What follows belongs to an exercise in optimizing a design on an open flow for small area, a short achievable clock period and few clock cycles; a production flow would make more cautious choices.
In this exercise RTL edits were held to simulation tests only and were not proved equivalent to the original.
Power is estimated from default activity; no workload was simulated.

Design ca_core, start of the top module:
module ca_core (
    input  wire        clk,
    input  wire        rst,
    output wire        imem_en,
    output wire [9:0]  imem_addr,
    input  wire [47:0] imem_rdata,
    output reg         dmem_en,
    output reg         dmem_we,
    output reg  [9:0]  dmem_addr,
    output reg  [31:0] dmem_wdata,
    input  wire [31:0] dmem_rdata,
    input  wire        in_valid,
    input  wire [31:0] in_tick,
    input  wire [20:0] in_char,
    output wire        in_ack,
    output wire        out_valid,
    output wire [20:0] out_data,
    output reg         halted,
    output reg         faulted,
    output reg  [2:0]  fault_code,
    output reg  [31:0] tick,
    output reg  [31:0] icount
);
For scale: ~5800 cells after synthesis.
==> module ca_divider, before the edit <==
module ca_divider (
    input  wire        clk,
    input  wire        rst,
    input  wire        start_div,
    input  wire        start_mul,
    input  wire        is_mod,
    input  wire [31:0] a,
    input  wire [31:0] b,
    output wire        done,
    output wire [31:0] result
);
    localparam [2:0] U_IDLE = 3'd0, U_NORM = 3'd1, U_DIV = 3'd2, U_WB = 3'd3, U_MUL = 3'd4;
    reg [2:0]  st;
    reg [31:0] r;         
    reg [31:0] d;         
    reg [31:0] q;         
    reg [31:0] ca;        
    reg        cbs;       
    reg        cv;        
    reg [4:0]  cnt;
    function [5:0] lzc32(input [31:0] x);
        reg [15:0] y16;
        reg [7:0]  y8;
        reg [3:0]  y4;
        reg [1:0]  y2;
        reg z16, z8, z4, z2, z1;
        begin
            z16 = (x[31:16] == 16'd0);
            y16 = z16 ? x[15:0] : x[31:16];
            z8  = (y16[15:8] == 8'd0);
            y8  = z8 ? y16[7:0] : y16[15:8];
            z4  = (y8[7:4] == 4'd0);
            y4  = z4 ? y8[3:0] : y8[7:4];
            z2  = (y4[3:2] == 2'd0);
            y2  = z2 ? y4[1:0] : y4[3:2];
            z1  = ~y2[1];
            lzc32 = (z16 & z8 & z4 & z2 & z1 & ~y2[0]) ? 6'd32 : {1'b0, z16, z8, z4, z2, z1};
        end
    endfunction
    wire [31:0] a_abs = a[31] ? (~a + 32'd1) : a;
    wire [31:0] b_abs = b[31] ? (~b + 32'd1) : b;
    wire        hit   = cv && (a == ca) && (b[31] == cbs) && (b_abs == d);
    wire [5:0]  lz_r  = lzc32(r);
    wire [5:0]  lz_d  = lzc32(d);
    wire [5:0]  shamt = lz_d - lz_r;
    wire        a_small = (lz_r > lz_d);           
    wire [32:0] diff  = {1'b0, r} - {1'b0, d};
    wire        qb1   = ~diff[32];
    wire [31:0] r1    = qb1 ? diff[31:0] : r;
    wire [31:0] d_h   = {1'b0, d[31:1]};
    wire [32:0] diff2 = {1'b0, r1} - {1'b0, d_h};
    wire        qb2   = ~diff2[32];
    wire [31:0] r2    = qb2 ? diff2[31:0] : r1;
    wire [31:0] pnew  = r + (d & {32{q[0]}}) + ({d[30:0], 1'b0} & {32{q[1]}})
                          + ({d[29:0], 2'b0} & {32{q[2]}}) + ({d[28:0], 3'b0} & {32{q[3]}});
    wire        mul_last = (q[31:4] == 28'd0);
    always @(posedge clk) begin
        if (rst) begin
            st <= U_IDLE;
            cv <= 1'b0;
        end else begin
            case (st)
            U_IDLE: begin
                if (start_div) begin
                    if (hit) begin
                        st <= U_WB;
                    end else begin
                        r  <= a_abs;
                        d  <= b_abs;
                        q  <= 32'd0;
                        ca <= a;
                        cbs <= b[31];
                        cv <= 1'b0;
                        st <= U_NORM;
                    end
                end else if (start_mul) begin
                    r  <= 32'd0;
                    d  <= a;
                    q  <= b;
                    cv <= 1'b0;
                    st <= U_MUL;
                end
            end
            U_NORM: begin
                if (a_small) begin
                    st <= U_WB;
                end else begin
                    d   <= d << shamt[4:0];
                    cnt <= shamt[4:0];
                    st  <= U_DIV;
                end
            end
            U_DIV: begin
                if (cnt == 5'd0) begin
                    r  <= r1;
                    q  <= {q[30:0], qb1};
                    st <= U_WB;
                end else begin
                    r   <= r2;
                    q   <= {q[29:0], qb1, qb2};
                    cnt <= cnt - 5'd2;
                    if (cnt == 5'd1) begin
                        d  <= d_h;
                        st <= U_WB;
                    end else begin
                        d  <= {2'b0, d[31:2]};
                    end
                end
            end
            U_WB: begin
                cv <= 1'b1;
                st <= U_IDLE;
            end
            U_MUL: begin
                r <= pnew;
                d <= {d[27:0], 4'd0};
                q <= {4'd0, q[31:4]};
                if (mul_last) st <= U_IDLE;
            end
            default: st <= U_IDLE;
            endcase
        end
    end
    wire        neg  = is_mod ? ca[31] : (ca[31] ^ cbs);
    wire [31:0] mag  = is_mod ? r : q;
    wire [31:0] dres = neg ? (~mag + 32'd1) : mag;
    assign done   = (st == U_WB) || (st == U_MUL && mul_last);
    assign result = (st == U_MUL) ? pnew : dres;
endmodule
clock: 15.0 ns
lec_check: 0
cap_margin: 20
core_margin: 2
core_utilization: 40
slew_margin: 20
standard.sh (not shown) runs the stock make flow with config.mk's settings and CLKGATE_MAP_FILE= SYNTH_SCRIPT=/design/flow/synth_recipe.tcl, a recipe that flattens the netlist after the stock synthesis.
==> flow/flow/run.sh <==
#!/bin/bash
set -euo pipefail
bash standard.sh SETUP_SLACK_MARGIN=8.5 finish > standard.log 2>&1
Testbench counts at the start, summed over its fixed seeds: cycles 26,875.
Edit:
--- a/flow/design.v
+++ b/flow/design.v
@@ -19,4 +19,5 @@
     reg        cv;        
     reg [4:0]  cnt;
+    reg        mul_last;   
     function [5:0] lzc32(input [31:0] x);
         reg [15:0] y16;
@@ -54,5 +55,4 @@
     wire [31:0] pnew  = r + (d & {32{q[0]}}) + ({d[30:0], 1'b0} & {32{q[1]}})
                           + ({d[29:0], 2'b0} & {32{q[2]}}) + ({d[28:0], 3'b0} & {32{q[3]}});
-    wire        mul_last = (q[31:4] == 28'd0);
     always @(posedge clk) begin
         if (rst) begin
@@ -78,4 +78,5 @@
                     d  <= a;
                     q  <= b;
+                    mul_last <= (b[31:4] == 28'd0);
                     cv <= 1'b0;
                     st <= U_MUL;
@@ -116,4 +117,5 @@
                 d <= {d[27:0], 4'd0};
                 q <= {4'd0, q[31:4]};
+                mul_last <= (q[31:8] == 24'd0);
                 if (mul_last) st <= U_IDLE;
             end
The new run finished with timing, DRC and antenna clean.
Wire length shrinks by 3.4%.
Sequential cell count increases by 1.
Total power went down by about 24%.
Setup slack degrades by 0.061 ns.
Combinational power drops by 59%.
Non-clock buffer count drops by 12.
Clock power barely changes.
Global-route usage shrinks by 0.53 points.
Area after synthesis went down by 1.5%.
Clock-buffer cell count is unchanged.
Final area goes down by 1.8%.
Synthesized cell count fell by 0.48%.
Testbench counts after the change, summed over its fixed seeds: cycles 26,875.

[port drivers added, routing unchanged]
In the flow no input, the clock included, has a driving cell. The finished layouts below were timed again as built, in two steps. Step 1, drivers: a clkbuf_16 drives clk and a buf_2 each remaining input, both assumed. Step 2 times the ports against the registers' clock, not the clock port: input delays grow and output delays shrink by t, the midpoint of the rising clock arrivals with the driver on. Three values: ideal, step 1, step 2; two values: the first two.
run | shift t [ns] | setup slack, ns | hold WS [ns] | clock arrival spread, ns | pins driven straight from the clock port
the first run | 0.752 | 8.517 / 8.437 / 8.245 | 0.440 / 0.440 / 0.440 | 0.041 / 0.041 | 1
the second run | 0.754 | 8.457 / 8.456 / 8.342 | 0.429 / 0.429 / 0.429 | 0.080 / 0.081 | 1
After both steps setup and hold are still met in every run listed. The setup slack of the first run, which loses most, moves by -0.080 ns with the drivers and by -0.272 ns with both steps.
